Context: an optimization exercise on an open-source flow, tuned for small area and a short achievable clock period. The choices shown serve that exercise and are no tape-out recipe. At most, simulation tests tie the RTL to the original design; equivalence was not proved. Power and IR drop assume default switching activity.

Design usim_dispatch, start of the top module:
module usim_dispatch (
    input  wire         clk,
    input  wire         rst_n,
    input  wire         cfg_we,
    input  wire [2:0]   cfg_idx,
    input  wire [16:0]  cfg_base,
    input  wire [16:0]  cfg_size,
    input  wire [3:0]   cfg_count,
    input  wire         build_start,
    output reg  [1:0]   phase,
    output reg  [1:0]   fault_code,
    output reg  [2:0]   fault_i,
    output reg  [2:0]   fault_j,
    input  wire         c_req,
    input  wire         c_we,
    input  wire [15:0]  c_addr,
    input  wire [7:0]   c_wdata,
    output reg          c_ack,
    output reg  [7:0]   c_rdata,
    output reg          m_req,
    output wire         m_we,
    output wire [15:0]  m_addr,
    output wire [7:0]   m_wdata,
    input  wire         m_ack,
    input  wire [7:0]   m_rdata,
    output reg  [7:0]   d_req,
    output wire         d_we,
    output reg  [127:0] d_off,
    output wire [7:0]   d_wdata,
    input  wire [7:0]   d_ack,
    input  wire [63:0]  d_rdata
);
    localparam NB = 8;
    localparam PH_EMPTY    = 2'd0;
    localparam PH_BUILDING = 2'd1;
    localparam PH_RUNNING  = 2'd2;
    localparam PH_DEFECT   = 2'd3;
    localparam F_RANGE   = 2'd1;
    localparam F_OVERLAP = 2'd2;
    localparam F_ZERO    = 2'd3;
    reg [16*NB-1:0] nbase_f;       
  ...
clock: 12.0 ns
lec_check: 0
cap_margin: 20
core_margin: 2
core_utilization: 50
cts_buf_list: sky130_fd_sc_hd__clkbuf_4 sky130_fd_sc_hd__clkbuf_8
setup_slack_margin: 4
slew_margin: 20
standard.sh (not shown) runs the stock make flow with config.mk's settings and CLKGATE_MAP_FILE= SYNTH_SCRIPT=/design/flow/synth_recipe.tcl, a recipe that flattens the netlist after the stock synthesis.
==> flow/flow/run.sh <==
#!/bin/bash
# Layout: the standard flow (standard.sh), with
#  - ABC mapping with flow/abc_map.script (area-oriented, timing left to the repair steps) instead of ORFS's,
#  - ABC left to map the adders itself (no half/full-adder cells),
#  - small fast port buffers (buf_1) instead of clkdlybuf4s50_1.
# Everything else, the registers included, is the standard synthesis and flow.
set -euo pipefail
export MY_ABC_SCRIPT="$PWD/flow/abc_map.script"
bash standard.sh \
    "SYNTH_SCRIPT=$PWD/flow/synth.tcl" \
    "BUFFER_PORTS_ARGS=-buffer_cell sky130_fd_sc_hd__buf_1" \
    ADDER_MAP_FILE= \
    finish > standard_flow.log 2>&1
==> flow/flow/abc_map.script <==
strash
&get -n
&st
&dch
&nf
&st
&syn2
&if -g -K 6
&synch2
&nf
&put
strash
dc2
map -a
topo
stime -p
==> flow/flow/synth.tcl <==
# The standard flow's synthesis script (synth_recipe.tcl), with ORFS's ABC script replaced
# by flow/abc_map.script (area-oriented mapping).
proc synth {args} { yosys synth -nofsm -noshare {*}$args }
proc fix_abc_script {n1 n2 op} { set ::abc_script $::env(MY_ABC_SCRIPT) }
trace add variable ::abc_script write fix_abc_script
source $::env(SCRIPTS_DIR)/synth.tcl
# left out here: clear keep_hierarchy, flatten, clean up, hide names made inside functions, write 1_2_yosys.v
Edit:
--- a/flow/flow/run.sh
+++ b/flow/flow/run.sh
@@ -2,3 +2,3 @@
 # Layout: the standard flow (standard.sh), with
-#  - ABC mapping with flow/abc_map.script (area-oriented, timing left to the repair steps) instead of ORFS's,
+#  - ABC mapping with flow/abc_map.script (delay-oriented) instead of ORFS's,
 #  - ABC left to map the adders itself (no half/full-adder cells),
==> flow/flow/abc_map.script (replaced) <==
strash
&get -n
&st
&dch
&nf
&st
&syn2
&if -g -K 6
&synch2
&nf
&put
strash
dc2
map {D}
buffer
upsize {D}
dnsize {D}
stime -p
--- a/flow/flow/synth.tcl
+++ b/flow/flow/synth.tcl
@@ -1,3 +1,3 @@
 # The standard flow's synthesis script (synth_recipe.tcl), with ORFS's ABC script replaced
-# by flow/abc_map.script (area-oriented mapping).
+# by flow/abc_map.script (delay-oriented mapping).
 proc synth {args} { yosys synth -nofsm -noshare {*}$args }
SETUP_SLACK_MARGIN = 4.5   (was 4)
Effect: The changed run completed without violations. Synthesized area goes up by 6.1%. Sequential share of layout area decreases by 3.3 points. Die area climbs by about 6%. Sequential power barely changes. Worst hold slack is worse by 37 ps. Wire length goes up by 13%. Cell count rose by 7.9%. Combinational power climbs by about 8%.

========
The RTL this note starts from:
==> flow/design.v <==
module usim_dispatch (
    input  wire         clk,
    input  wire         rst_n,
    input  wire         cfg_we,
    input  wire [2:0]   cfg_idx,
    input  wire [16:0]  cfg_base,
    input  wire [16:0]  cfg_size,
    input  wire [3:0]   cfg_count,
    input  wire         build_start,
    output reg  [1:0]   phase,
    output reg  [1:0]   fault_code,
    output reg  [2:0]   fault_i,
    output reg  [2:0]   fault_j,
    input  wire         c_req,
    input  wire         c_we,
    input  wire [15:0]  c_addr,
    input  wire [7:0]   c_wdata,
    output reg          c_ack,
    output reg  [7:0]   c_rdata,
    output reg          m_req,
    output wire         m_we,
    output wire [15:0]  m_addr,
    output wire [7:0]   m_wdata,
    input  wire         m_ack,
    input  wire [7:0]   m_rdata,
    output reg  [7:0]   d_req,
    output wire         d_we,
    output reg  [127:0] d_off,
    output wire [7:0]   d_wdata,
    input  wire [7:0]   d_ack,
    input  wire [63:0]  d_rdata
);
    localparam NB = 8;
    localparam PH_EMPTY    = 2'd0;
    localparam PH_BUILDING = 2'd1;
    localparam PH_RUNNING  = 2'd2;
    localparam PH_DEFECT   = 2'd3;
    localparam F_RANGE   = 2'd1;
    localparam F_OVERLAP = 2'd2;
    localparam F_ZERO    = 2'd3;
    reg [16*NB-1:0] nbase_f;       
    reg [16*NB-1:0] last_f;        
    reg [3:0]  n_r;
    reg [3:0]  c;           
    reg        bvalid;      
    reg        qsel;        
    integer i;
    wire idle    = phase[0] == phase[1];       
    wire bld     = phase == PH_BUILDING;
    wire running = phase == PH_RUNNING;
    wire [17:0] w_s    = {1'b1, ~(cfg_base ^ cfg_size)};
    wire [17:0] w_c    = {cfg_base | cfg_size, 1'b0};
    wire [17:0] w_last = w_s + w_c;
    wire        w_zero = cfg_size == 17'd0;
    wire        w_rng  = cfg_base[16] | w_last[17] | w_last[16];
    wire        w_bad  = w_zero | w_rng;
    wire [15:0] w_nb   = {~cfg_base[15:1] & {15{~w_bad}}, ~w_zero & (w_rng | ~cfg_base[0])};
    wire [15:0] w_l    = w_last[15:0] & {16{~w_bad}};
    always @(posedge clk)
        for (i = 0; i < NB; i = i + 1)
            if (rst_n && idle && cfg_we && cfg_idx == i) begin
                nbase_f[16*i +: 16] <= w_nb;
                last_f[16*i +: 16]  <= w_l;
            end
    function automatic [1:0] cout16(input [15:0] a, input [15:0] b);
        reg [15:0] g, p;
        integer s, k;
        begin
            g = a & b;
            p = a | b;
            for (s = 1; s < 16; s = s * 2)
                for (k = 0; k + s < 16; k = k + 2 * s) begin
                    g[k] = g[k + s] | (p[k + s] & g[k]);
                    p[k] = p[k + s] & p[k];
                end
            cout16 = {g[0], g[0] | p[0]};
        end
    endfunction
    reg  [3:0]  c_nxt;
    reg  [15:0] qx_nxt, qx;
    always @* begin
        qx_nxt = 16'd0;
        for (i = 0; i < NB; i = i + 1)
            if (c_nxt[2:0] == i)
                qx_nxt = ~nbase_f[16*i +: 16];
    end
    always @(posedge clk)
        qx <= qx_nxt;
    wire [15:0] x  = qsel ? qx : c_addr;
    reg [NB-1:0] ge, gt, le, en, hq;
    reg [1:0]    r;
    always @* begin
        for (i = 0; i < NB; i = i + 1) begin
            r      = cout16(x, nbase_f[16*i +: 16]);
            gt[i]  = r[1];
            ge[i]  = r[0];
            r      = cout16(last_f[16*i +: 16], ~x);
            le[i]  = r[0];
            en[i]  = n_r[3] | (i < n_r[2:0]);
            hq[i]  = ge[i] & le[i];
            d_off[i*16 +: 16] = x - ~nbase_f[16*i +: 16];
        end
    end
    always @* begin
        c_nxt = c;
        if (idle)
            c_nxt = 4'd0;
        else if (bld && c != n_r)
            c_nxt = c + 4'd1;        
    end
    reg [NB-1:0] below;
    always @*
        for (i = 0; i < NB; i = i + 1)
            below[i] = hq[i] & en[i] & (gt[i] | (i < c));
    wire       c_bad   = ~hq[c[2:0]];
    wire       c_cand  = |below;
    wire [2:0] c_a     = {|below[7:4], |{below[7:6], below[3:2]},
                          |{below[7], below[5], below[3], below[1]}};
    always @(posedge clk)
        c <= c_nxt;
    always @(posedge clk) begin
        if (!rst_n) begin
            phase <= PH_EMPTY;
            qsel  <= 1'b0;
        end else if (idle) begin
            if (build_start) begin
                qsel   <= 1'b1;
                n_r    <= cfg_count;
                bvalid <= 1'b0;
                phase  <= PH_BUILDING;
            end
        end else if (bld) begin
            if (c == n_r) begin
                qsel <= 1'b0;
                if (bvalid) begin
                    phase      <= PH_DEFECT;
                    fault_code <= F_OVERLAP;
                end else begin
                    phase      <= PH_RUNNING;
                end
            end else if (c_bad) begin
                qsel       <= 1'b0;
                phase      <= PH_DEFECT;
                fault_code <= qx[0] ? F_ZERO : F_RANGE;
                fault_i    <= c[2:0];
            end else begin
                if (c_cand && !(bvalid && ge[fault_j])) begin
                    bvalid  <= 1'b1;
                    fault_j <= c[2:0];
                    fault_i <= c_a;
                end
            end
        end
    end
    wire [NB-1:0] hit   = hq & en;
    wire          found = |hit;
    wire          go    = running & c_req;
    always @* begin
        d_req   = hit & {NB{go}};
        m_req   = go & ~found;
        c_ack   = go & (|(hit & d_ack) | (~found & m_ack));
        c_rdata = m_rdata & {8{~found}};
        for (i = 0; i < NB; i = i + 1)
            c_rdata = c_rdata | (d_rdata[i*8 +: 8] & {8{hit[i]}});
    end
    assign m_we    = c_we;
    assign m_addr  = c_addr;
    assign m_wdata = c_wdata;
    assign d_we    = c_we;
    assign d_wdata = c_wdata;
endmodule
clock: 12.0 ns
lec_check: 0
cap_margin: 20
core_margin: 2
core_utilization: 60
cts_buf_list: sky130_fd_sc_hd__clkbuf_4 sky130_fd_sc_hd__clkbuf_8
setup_slack_margin: 3
slew_margin: 20
==> flow/flow/run.sh <==
#!/bin/bash
# Layout: the standard flow (standard.sh), with
#  - ABC mapping with flow/abc_map.script (area-oriented, timing left to the repair steps) instead of ORFS's,
#  - ABC left to map the adders itself (no half/full-adder cells),
#  - small fast port buffers (buf_1) instead of clkdlybuf4s50_1.
# Everything else, the registers included, is the standard synthesis and flow.
set -euo pipefail
export MY_ABC_SCRIPT="$PWD/flow/abc_map.script"
bash standard.sh \
    "SYNTH_SCRIPT=$PWD/flow/synth.tcl" \
    "BUFFER_PORTS_ARGS=-buffer_cell sky130_fd_sc_hd__buf_1" \
    ADDER_MAP_FILE= \
    finish > standard_flow.log 2>&1
==> flow/flow/abc_map.script <==
strash
&get -n
&st
&dch
&nf
&st
&syn2
&if -g -K 6
&synch2
&nf
&put
strash
dc2
map -a
topo
stime -p
==> flow/flow/synth.tcl <==
# The standard flow's synthesis script (synth_recipe.tcl), with ORFS's ABC script replaced
# by flow/abc_map.script (area-oriented mapping).
proc synth {args} { yosys synth -nofsm -noshare {*}$args }
proc fix_abc_script {n1 n2 op} { set ::abc_script $::env(MY_ABC_SCRIPT) }
trace add variable ::abc_script write fix_abc_script
source $::env(SCRIPTS_DIR)/synth.tcl
# left out here: clear keep_hierarchy, flatten, clean up, hide names made inside functions, write 1_2_yosys.v
The baseline passed the timing, design-rule and antenna checks.
Next try:
--- a/flow/config.mk
+++ b/flow/config.mk
@@ -10,4 +10,4 @@
 export CORE_UTILIZATION = 60
 export CTS_BUF_LIST = sky130_fd_sc_hd__clkbuf_4 sky130_fd_sc_hd__clkbuf_8
-export SETUP_SLACK_MARGIN = 3
+export SETUP_SLACK_MARGIN = 3.5
 export SLEW_MARGIN = 20
=> Via count is lower by 0.32%; worst setup slack improves by 0.44 ns; global-route usage is higher by 0.14 points; wire length hardly moves; sequential cell count stays the same; first-iteration DRC count is lower by 2.1%.

========
== build 84 ==
Another version of the RTL of usim_dispatch (not shown whole).
For scale: about 2200 cells after synthesis, about 280 flip-flops.
export LEC_CHECK = 0
export CAP_MARGIN = 20
export CORE_MARGIN = 2
export CORE_UTILIZATION = 40
export SETUP_SLACK_MARGIN = 3
export SLEW_MARGIN = 20
create_clock -name core_clock -period 12.0 [get_ports {clk}]
==> flow/flow/run.sh <==
#!/bin/bash
# Layout: the standard flow, with small fast port buffers and ABC left to
# map the adders itself (no ripple half/full-adder cells).
set -euo pipefail
bash standard.sh \
    "BUFFER_PORTS_ARGS=-buffer_cell sky130_fd_sc_hd__buf_1" \
    ADDER_MAP_FILE= \
    finish > standard_flow.log 2>&1
Per the final summary, build 84 finished and its layout is clean on timing, DRC and antenna.
diff inputs: build 84 => build 11
--- a/flow/config.mk
+++ b/flow/config.mk
@@ -11 +11 @@
-export SETUP_SLACK_MARGIN = 3
+export SETUP_SLACK_MARGIN = 5
### Flow results
- Diff build 11..build 84 | sequential cell area | unchanged
- From build 84 to build 11 the numbers moved as follows: detailed-routed wire length on met3 now sits higher; setup slack has increased.
- Build 11 completed end to end with timing, DRC and antenna clean.
- Relative to build 84, signal arrival time at the worst endpoint has decreased by 0.78 ns in build 11.
- When build 11 is measured against build 84, its mean routed wirelength per cell turns out 5.8% higher.
- Going from build 84 to build 11, multi-input combinational area share saw a decrease, number of flip-flops and latches in the synthesized netlist saw little to no change, clock power saw an increase, total power saw an increase.
- In build 11 relative to build 84, timing-limited maximum frequency had gone up by a little under 10%.
Inputs modified between build 11 and build 29:
==> flow/flow/run.sh <==
#!/bin/bash
# Layout: the standard flow (standard.sh), with
#  - ABC mapping with flow/abc_map.script (delay-oriented) instead of ORFS's,
#  - ABC left to map the adders itself (no half/full-adder cells),
#  - small fast port buffers (buf_1) instead of clkdlybuf4s50_1.
# Everything else, the registers included, is the standard synthesis and flow.
set -euo pipefail
export MY_ABC_SCRIPT="$PWD/flow/abc_map.script"
bash standard.sh \
    "SYNTH_SCRIPT=$PWD/flow/synth.tcl" \
    "BUFFER_PORTS_ARGS=-buffer_cell sky130_fd_sc_hd__buf_1" \
    ADDER_MAP_FILE= \
    finish > standard_flow.log 2>&1
==> flow/flow/abc_map.script (new file) <==
strash
&get -n
&st
&dch
&nf
&st
&syn2
&if -g -K 6
&synch2
&nf
&put
strash
dch
map {D}
buffer
upsize {D}
dnsize {D}
stime -p
==> flow/flow/synth.tcl (new file) <==
# The standard flow's synthesis script (synth_recipe.tcl), with ORFS's ABC script replaced
# by flow/abc_map.script (delay-oriented mapping).
proc synth {args} { yosys synth -nofsm -noshare {*}$args }
proc fix_abc_script {n1 n2 op} { set ::abc_script $::env(MY_ABC_SCRIPT) }
trace add variable ::abc_script write fix_abc_script
source $::env(SCRIPTS_DIR)/synth.tcl
# left out here: clear keep_hierarchy, flatten, clean up, hide names made inside functions, write 1_2_yosys.v
--- a/flow/config.mk
+++ b/flow/config.mk
@@ -11 +10,0 @@
-export SETUP_SLACK_MARGIN = 5
## What came out
Build 29 vs build 11: power after layout down by more than 10%
Global-route wire length before repair (higher): build 11
Core utilization: build 29 lower than build 11
Reported sequential group power delta (build 11 -> build 29): insignificant
The relative contribution of combinational cells to total power of build 29 falls short of that of build 11 by 6.5 points.
Delta (build 29 minus build 11): count of non-CTS inverters in the layout now larger; highest fanout seen on the critical path moved up; clock-net power neither gained nor lost much; total standard cell area after synthesis now sits at about the same level.
Inputs modified between build 29 and build 21:
--- a/flow/config.mk
+++ b/flow/config.mk
@@ -10,0 +11 @@
+export SETUP_SLACK_MARGIN = 3
--- outcome ---
Between build 29 and build 21, the synthesized cell count figures differ only marginally.
Diff build 29 -> build 21: power density over the cells barely changed; final routed wirelength across all metal layers barely changed; met2 capacity usage during global routing barely changed.
Higher worst slew margin relative to its limit among build 21 and build 29: build 21
Build 29 and build 21 ended up with roughly the same count of non-filler cells in the finished layout.
The post-route cell area of build 21 and that of build 29 are within noise of each other.
On total power, build 21 and build 29 are neck and neck.
No functional check of the RTL was part of any run of this note.

========
RTL: one of the versions met above, not the one the previous note started from.
Size: about 2,500 cells after synthesis, ~0.020 mm^2 of cells after synthesis.
clock: 12.0 ns
lec_check: 0
cap_margin: 20
core_margin: 2
core_utilization: 50
cts_buf_list: sky130_fd_sc_hd__clkbuf_4 sky130_fd_sc_hd__clkbuf_8
setup_slack_margin: 3
slew_margin: 20
==> flow/flow/run.sh <==
#!/bin/bash
# Layout: the standard flow (standard.sh), with
#  - ABC mapping with flow/abc_map.script (delay-oriented) instead of ORFS's,
#  - ABC left to map the adders itself (no half/full-adder cells),
#  - small fast port buffers (buf_1) instead of clkdlybuf4s50_1.
# Everything else, the registers included, is the standard synthesis and flow.
set -euo pipefail
export MY_ABC_SCRIPT="$PWD/flow/abc_map.script"
bash standard.sh \
    "SYNTH_SCRIPT=$PWD/flow/synth.tcl" \
    "BUFFER_PORTS_ARGS=-buffer_cell sky130_fd_sc_hd__buf_1" \
    ADDER_MAP_FILE= \
    finish > standard_flow.log 2>&1
==> flow/flow/abc_map.script <==
strash
&get -n
&st
&dch
&nf
&st
&syn2
&if -g -K 6
&synch2
&nf
&put
strash
dc2
map {D}
buffer
upsize {D}
dnsize {D}
stime -p
==> flow/flow/synth.tcl <==
# The standard flow's synthesis script (synth_recipe.tcl), with ORFS's ABC script replaced
# by flow/abc_map.script (delay-oriented mapping).
proc synth {args} { yosys synth -nofsm -noshare {*}$args }
proc fix_abc_script {n1 n2 op} { set ::abc_script $::env(MY_ABC_SCRIPT) }
trace add variable ::abc_script write fix_abc_script
source $::env(SCRIPTS_DIR)/synth.tcl
# left out here: clear keep_hierarchy, flatten, clean up, hide names made inside functions, write 1_2_yosys.v
The baseline ran to the end with no violations.
==> next run, changes <==
Settings changed: CORE_UTILIZATION 50 to 70, SETUP_SLACK_MARGIN 3 to 3.5.
After rerunning:
- worst setup slack improves by 0.21 ns
- synthesized cell count is unchanged
- via count goes up by about 11%
- global-route usage increases by 16 points
- critical path depth is higher by 2
- combinational power increases by about 9%
- non-clock buffer count rose by 31
- utilization climbs by 24 points
- final cell count came out lower by 3.2%
- power came out higher by about 5%
==> next run, changes <==
Settings changed: CORE_UTILIZATION 70 to 60, SETUP_SLACK_MARGIN 3.5 to 4.
The changed run went through all stages and came out clean.
Final area goes up by a few percent.
Via count goes down by a few percent.
Clock power goes up by a little under a tenth.
Sequential cell count does not change.
Routed wire length goes down by a few percent.
Global-route usage goes down by 9.0 points.
Critical path depth goes down by 3.
Worst hold slack barely changes.
Synthesized area is unchanged.
Cell count goes up by a few percent.
Total power goes up by a few percent.

## re-timing with driven ports
In the flow no input, the clock included, has a driving cell. The finished layouts below were timed again as built, in two steps. Step 1 assumes that a clkbuf_16 drives the clock port and a buf_2 every other input. Step 2, shift: input delay + t, output delay - t, t = (earliest + latest rising clock arrival at the registers) / 2. This alone moves slack from input paths to output paths. Three values: no drivers, after step 1, after step 2; two values: the first two.
| run | t (ns) | setup slack, ns | latest minus earliest clock arrival (ns) | slew at the worst register clock pin (ns) | worst slew at a driven data input, ns |
|---|---|---|---|---|---|
| the first run of note 1 | 0.676 | 4.005 / 3.960 / 3.960 | 0.031 / 0.031 | 0.07 / 0.07 | 0.13 |
| the second run of note 1 | 0.682 | 4.183 / 4.143 / 4.143 | 0.054 / 0.054 | 0.07 / 0.07 | 0.12 |
| the first run of note 2 | 0.633 | 3.242 / 3.220 / 3.220 | 0.032 / 0.031 | 0.07 / 0.07 | 0.12 |
| the second run of note 2 | 0.630 | 3.685 / 3.663 / 3.663 | 0.027 / 0.028 | 0.06 / 0.06 | 0.12 |
| build 84 | 0.631 | 3.067 / 3.043 / 3.043 | 0.021 / 0.021 | 0.07 / 0.07 | 0.12 |
| build 11 | 0.661 | 3.846 / 3.801 / 3.801 | 0.026 / 0.026 | 0.07 / 0.07 | 0.11 |
| build 29 | 0.600 | 3.241 / 3.189 / 3.254 | 0.019 / 0.018 | 0.06 / 0.06 | 0.11 |
| build 21 | 0.599 | 3.251 / 3.227 / 3.227 | 0.018 / 0.018 | 0.06 / 0.06 | 0.11 |
| the first run of note 4 | 0.678 | 3.298 / 3.272 / 3.272 | 0.053 / 0.053 | 0.06 / 0.06 | 0.12 |
| the second run of note 4 | 0.656 | 3.506 / 3.468 / 3.468 | 0.040 / 0.040 | 0.07 / 0.07 | 0.33 |
| the third run of note 4 | 0.684 | 3.945 / 3.921 / 3.921 | 0.051 / 0.050 | 0.07 / 0.07 | 0.19 |
After both steps setup and hold are still met in every run listed.
